This is an optimization exercise on Yosys and OpenROAD, whose aim is small area, a short achievable clock period and few clock cycles, not a production implementation. Function was checked by simulation only, so behaviour that the tests miss may differ from the original.

Setup of P:
// binimg_cq
module binimg_cq (
    input  wire        clk,
    input  wire        rst,
    input  wire        cmd_valid,
    output wire        cmd_ready,
    input  wire [31:0] cmd_word,
    output wire        rsp_valid,
    input  wire        rsp_ready,
    output wire [31:0] rsp_word,
    output wire [63:0] rsp_rgba16
);
Size in the first run: ~1900 cells after synthesis, about 89 flip-flops, ~130 I/O pins, about 14000 um^2 of cells after synthesis.
==> module bq_r2q, before the edit <==
module bq_r2q (
    input  wire [7:0] r,
    input  wire [7:0] g,
    input  wire [7:0] b,
    output wire       gray,
    output reg  [4:0] k,
    output reg  [3:0] idx
);
    wire [7:0] unused0, unused1, unused2;
    wire rg, rb, gb;                 
    bq_rca #(8) u_rg (.a(r), .b(~g), .ci(1'b1), .s(unused0), .co(rg));
    bq_rca #(8) u_rb (.a(r), .b(~b), .ci(1'b1), .s(unused1), .co(rb));
    bq_rca #(8) u_gb (.a(g), .b(~b), .ci(1'b1), .s(unused2), .co(gb));
    wire secR = rg & rb;             
    wire secG = ~rg & gb;            
    wire [7:0] cmax = rg ? (rb ? r : b) : (gb ? g : b);
    wire [7:0] cmin = rg ? (gb ? b : g) : (rb ? b : r);
    wire [7:0] cmed = secR ? (gb ? g : b) : secG ? (rb ? r : b) : (rg ? r : g);
    wire [7:0] dd, ff;
    wire [8:0] sm;
    wire       c0, c1;
    bq_rca #(8) u_dd (.a(cmax), .b(~cmin), .ci(1'b1), .s(dd), .co(c0));
    bq_rca #(8) u_ff (.a(cmed), .b(~cmin), .ci(1'b1), .s(ff), .co(c1));
    bq_rca #(8) u_sm (.a(cmax), .b(cmin), .ci(1'b0), .s(sm[7:0]), .co(sm[8]));
    assign gray = (dd == 8'd0);
    wire       neg = secR ? ~gb : secG ? rb : ~rg;
    wire [2:0] m = secR ? 3'd2 : secG ? (neg ? 3'd1 : 3'd3) : (neg ? 3'd0 : 3'd4);
    wire [9:0] md_a;
    wire       md_c;
    bq_rca #(9) u_md (.a(m[1] ? {dd, 1'b0} : 9'd0), .b(m[0] ? {1'b0, dd} : 9'd0), .ci(1'b0),
                      .s(md_a[8:0]), .co(md_c));
    wire [9:0] md = m[2] ? {dd, 2'd0} : {md_c, md_a[8:0]};
    wire [11:0] f15;
    wire        c2;
    bq_rca #(12) u_f15 (.a({ff, 4'd0}), .b(~{4'd0, ff}), .ci(1'b1), .s(f15), .co(c2));
    wire [12:0] u1;
    wire        c3;
    bq_rca #(13) u_u1 (.a({1'b0, f15}), .b(~{3'd0, md}), .ci(1'b1), .s(u1), .co(c3));
    wire [10:0] d5;
    wire        c4;
    bq_rca #(10) u_d5 (.a({dd, 2'd0}), .b({2'd0, dd}), .ci(1'b0), .s(d5[9:0]), .co(d5[10]));
    wire [15:0] vv;
    wire        c5;
    bq_rca #(16) u_vv (.a({u1, 3'd0}), .b(~{5'd0, d5}), .ci(neg), .s(vv), .co(c5));
    wire [13:0] d41;
    wire [11:0] d9;
    wire        c7;
    bq_rca #(11) u_d9 (.a({dd, 3'd0}), .b({3'd0, dd}), .ci(1'b0), .s(d9[10:0]), .co(d9[11]));
    bq_rca #(14) u_d41 (.a({1'b0, dd, 5'd0}), .b({2'd0, d9}), .ci(1'b0), .s(d41), .co(c7));
    wire [14:0] w1, w2;
    wire        ge1, ge2;           
    bq_rca #(15) u_t1 (.a(vv[14:0]), .b(~{1'b0, d41}), .ci(1'b1), .s(w1), .co(ge1));
    bq_rca #(15) u_t2 (.a(vv[14:0]), .b(~{d41, 1'b0}), .ci(1'b1), .s(w2), .co(ge2));
    wire t0 = vv[15];
    wire t1 = ~ge1;
    wire t2 = ~ge2;
    wire [1:0] cnt = t0 ? 2'd3 : t1 ? 2'd2 : t2 ? 2'd1 : 2'd0;
    always @(*) begin
        if (secR) idx = neg ? 4'd15 : 4'd3 - cnt;
        else if (secG) idx = neg ? 4'd3 + cnt : 4'd9 - cnt;
        else idx = neg ? 4'd9 + cnt : 4'd15 - cnt;
    end
    always @(*) begin
        if (sm <= 9'd45) k = 5'd1;
        else if (sm <= 9'd75) k = 5'd2;
        else if (sm <= 9'd105) k = 5'd3;
        else if (sm <= 9'd135) k = 5'd4;
        else if (sm <= 9'd165) k = 5'd5;
        else if (sm <= 9'd195) k = 5'd6;
        else if (sm <= 9'd225) k = 5'd7;
        else if (sm <= 9'd255) k = 5'd8;
        else if (sm <= 9'd285) k = 5'd9;
        else if (sm <= 9'd315) k = 5'd10;
        else if (sm <= 9'd345) k = 5'd11;
        else if (sm <= 9'd375) k = 5'd12;
        else if (sm <= 9'd405) k = 5'd13;
        else if (sm <= 9'd435) k = 5'd14;
        else if (sm <= 9'd465) k = 5'd15;
        else k = 5'd16;
    end
endmodule
==> module binimg_cq, before the edit <==
module binimg_cq (
    input  wire        clk,
    input  wire        rst,
    input  wire        cmd_valid,
    output wire        cmd_ready,
    input  wire [31:0] cmd_word,
    output wire        rsp_valid,
    input  wire        rsp_ready,
    output wire [31:0] rsp_word,
    output wire [63:0] rsp_rgba16
);
    reg        vi, vs, vo, rdy;
    reg [26:0] ireg, sreg;     
    reg [30:0] oreg;           
    wire [2:0] pre_op3;
    bq_pre u_pre (.cmd(cmd_word), .op3(pre_op3));
    wire [26:0] cur = vs ? sreg : ireg;
    wire        c_ill, c_qr, c_lz, c_nm, c_gray, c_rgba, c_gb;
    wire [23:0] c_res;
    bq_core u_core (.op3(cur[26:24]), .op(cur[23:0]), .st_ill(c_ill), .st_qr(c_qr),
                    .f_lz(c_lz), .f_nm(c_nm), .f_gray(c_gray), .res(c_res),
                    .rgba_en(c_rgba), .gb_en(c_gb));
    assign cmd_ready  = rdy;
    assign rsp_valid  = vo;
    assign rsp_word   = {2'b00, oreg[27], oreg[28], 1'b0, oreg[26:0]};
    assign rsp_rgba16 = {oreg[23:16], oreg[23:16], {2{oreg[15:8] & {8{oreg[30]}}}},
                         {2{oreg[7:0] & {8{oreg[30]}}}}, {16{oreg[29]}}};
    wire o_free = ~vo | rsp_ready;        
    wire acc    = cmd_valid & rdy;
    wire vs_n = (~o_free & (vs | vi)) | (vs & vi);    
    wire vi_n = acc | (vi & vs & ~o_free);
    wire vo_n = ~o_free | vs | vi;
    always @(posedge clk) begin
        if (rdy) ireg <= {pre_op3, cmd_word[23:0]};
        if (~vs | o_free) sreg <= ireg;
        if (o_free) oreg <= {c_gb, c_rgba, c_ill, c_qr, c_lz, c_nm, c_gray, c_res};
        if (rst) begin
            vi <= 1'b0; vs <= 1'b0; vo <= 1'b0; rdy <= 1'b1;
        end else begin
            vi  <= vi_n;
            vs  <= vs_n;
            vo  <= vo_n;
            rdy <= ~(vi_n & vs_n);
        end
    end
endmodule
export LEC_CHECK = 0
export ABC_AREA = 1
export CAP_MARGIN = 20
export CORE_MARGIN = 2
export CORE_UTILIZATION = 40
export CTS_BUF_LIST = sky130_fd_sc_hd__clkbuf_4 sky130_fd_sc_hd__clkbuf_8
export SLEW_MARGIN = 20
create_clock -name core_clock -period 60.0 [get_ports {clk}]
standard.sh (not shown) runs the stock make flow with config.mk's settings and CLKGATE_MAP_FILE= SYNTH_SCRIPT=/design/flow/synth_recipe.tcl, a recipe that flattens the netlist after the stock synthesis.
==> flow/flow/run.sh <==
#!/bin/bash
# Standard ORFS layout with two changes to how it is made (the constraint file is unchanged):
#  - ports are buffered with the plain sky130 buffer instead of the delay buffer ORFS picks;
#  - the timing repair steps aim for a shorter clock period than the constraint's.
set -euo pipefail
bash standard.sh "BUFFER_PORTS_ARGS=-buffer_cell sky130_fd_sc_hd__buf_1" SETUP_SLACK_MARGIN=47 TNS_END_PERCENT=0 finish > standard_flow.log 2>&1
Testbench counts of P, summed over its fixed seeds: cycles 80,016.
--- input diff P..Q ---
--- a/flow/design.v
+++ b/flow/design.v
@@ -92,8 +92,6 @@
     bq_rca #(16) u_vv (.a({u1, 3'd0}), .b(~{5'd0, d5}), .ci(neg), .s(vv), .co(c5));
     wire [13:0] d41;
-    wire [11:0] d9;
     wire        c7;
-    bq_rca #(11) u_d9 (.a({dd, 3'd0}), .b({3'd0, dd}), .ci(1'b0), .s(d9[10:0]), .co(d9[11]));
-    bq_rca #(14) u_d41 (.a({1'b0, dd, 5'd0}), .b({2'd0, d9}), .ci(1'b0), .s(d41), .co(c7));
+    bq_rca #(14) u_d41 (.a({d5, 3'd0}), .b({6'd0, dd}), .ci(1'b0), .s(d41), .co(c7));
     wire [14:0] w1, w2;
     wire        ge1, ge2;           
@@ -290,10 +288,11 @@
     output wire [63:0] rsp_rgba16
 );
-    reg        vi, vs, vo, rdy;
-    reg [26:0] ireg, sreg;     
+    reg        va, vb, h, vo, rdy;
+    reg [26:0] areg, breg;     
     reg [30:0] oreg;           
+    reg        gb_b;           
     wire [2:0] pre_op3;
     bq_pre u_pre (.cmd(cmd_word), .op3(pre_op3));
-    wire [26:0] cur = vs ? sreg : ireg;
+    wire [26:0] cur = h ? breg : areg;
     wire        c_ill, c_qr, c_lz, c_nm, c_gray, c_rgba, c_gb;
     wire [23:0] c_res;
@@ -305,21 +304,25 @@
     assign rsp_word   = {2'b00, oreg[27], oreg[28], 1'b0, oreg[26:0]};
     assign rsp_rgba16 = {oreg[23:16], oreg[23:16], {2{oreg[15:8] & {8{oreg[30]}}}},
-                         {2{oreg[7:0] & {8{oreg[30]}}}}, {16{oreg[29]}}};
-    wire o_free = ~vo | rsp_ready;        
+                         {2{oreg[7:0] & {8{gb_b}}}}, {16{oreg[29]}}};
+    wire any    = va | vb;
+    wire tgt    = any ? ~h : h;               
+    wire o_free = ~vo | rsp_ready;            
     wire acc    = cmd_valid & rdy;
-    wire vs_n = (~o_free & (vs | vi)) | (vs & vi);    
-    wire vi_n = acc | (vi & vs & ~o_free);
-    wire vo_n = ~o_free | vs | vi;
+    wire take   = o_free & any;               
+    wire va_n   = (va & ~(take & ~h)) | (acc & ~tgt);
+    wire vb_n   = (vb & ~(take & h)) | (acc & tgt);
     always @(posedge clk) begin
-        if (rdy) ireg <= {pre_op3, cmd_word[23:0]};
-        if (~vs | o_free) sreg <= ireg;
+        if (rdy & ~tgt) areg <= {pre_op3, cmd_word[23:0]};
+        if (rdy & tgt)  breg <= {pre_op3, cmd_word[23:0]};
         if (o_free) oreg <= {c_gb, c_rgba, c_ill, c_qr, c_lz, c_nm, c_gray, c_res};
+        if (o_free) gb_b <= c_gb & ~c_ill;
         if (rst) begin
-            vi <= 1'b0; vs <= 1'b0; vo <= 1'b0; rdy <= 1'b1;
+            va <= 1'b0; vb <= 1'b0; h <= 1'b0; vo <= 1'b0; rdy <= 1'b1;
         end else begin
-            vi  <= vi_n;
-            vs  <= vs_n;
-            vo  <= vo_n;
-            rdy <= ~(vi_n & vs_n);
+            va  <= va_n;
+            vb  <= vb_n;
+            h   <= h ^ take;
+            vo  <= ~o_free | any;
+            rdy <= ~(va_n & vb_n);
         end
     end
--- outcome ---
Delta(worst-case headroom to the max-slew limit, Q - P) < 0
In the reports for P and Q, the larger fraction of final layout cells sized beyond drive strength 1 belongs to P.
Fmax | Q vs P | Q faster
As far as post-synthesis to final-layout area growth is concerned, P and Q perform about the same.
Q vs. P: via count neither gained nor lost much; vertical extent of the die shows a reduction of 0.34%.
Comparing P and Q, the higher ratio of routed vias to standard cells was measured on P.
Going from P to Q, area of the mapped netlist shrank slightly.
Number of enable flip-flop cells after synthesis in Q is 1 above P.
The share of cell area taken by muxes after synthesis on P is in line with that on Q.
Looking at final area across both flows, Q is the stronger of the two, with P trailing.
Compared with P, in Q non-clock buffer share of cell area did not really move; total track usage now larger.
Testbench counts of Q, summed over its fixed seeds: cycles 80,016.

==> re-timing with driven ports <==
Ports are ideal in the flow. The routed layouts listed here were re-timed in OpenROAD.
Step 1: set_driving_cell puts a clkbuf_16 on clk and a buf_2 on each other input, an assumption about the parent block.
Step 2 times the ports against the registers' clock, not the clock port: input delays grow and output delays shrink by t, the midpoint of the rising clock arrivals with the driver on.
Slacks: ideal / step 1 / step 2; pairs: ideal / step 1.
run | shift t [ns] | setup slack, ns | worst slew at a driven data input, ns
P | 0.461 | 46.758 / 46.715 / 46.333 | 0.04
Q | 0.452 | 46.817 / 46.779 / 46.801 | 0.04
After both steps every run listed still meets setup and hold. For P, which loses most, drivers alone change the setup slack by -0.043 ns; drivers and shift together by -0.425 ns.
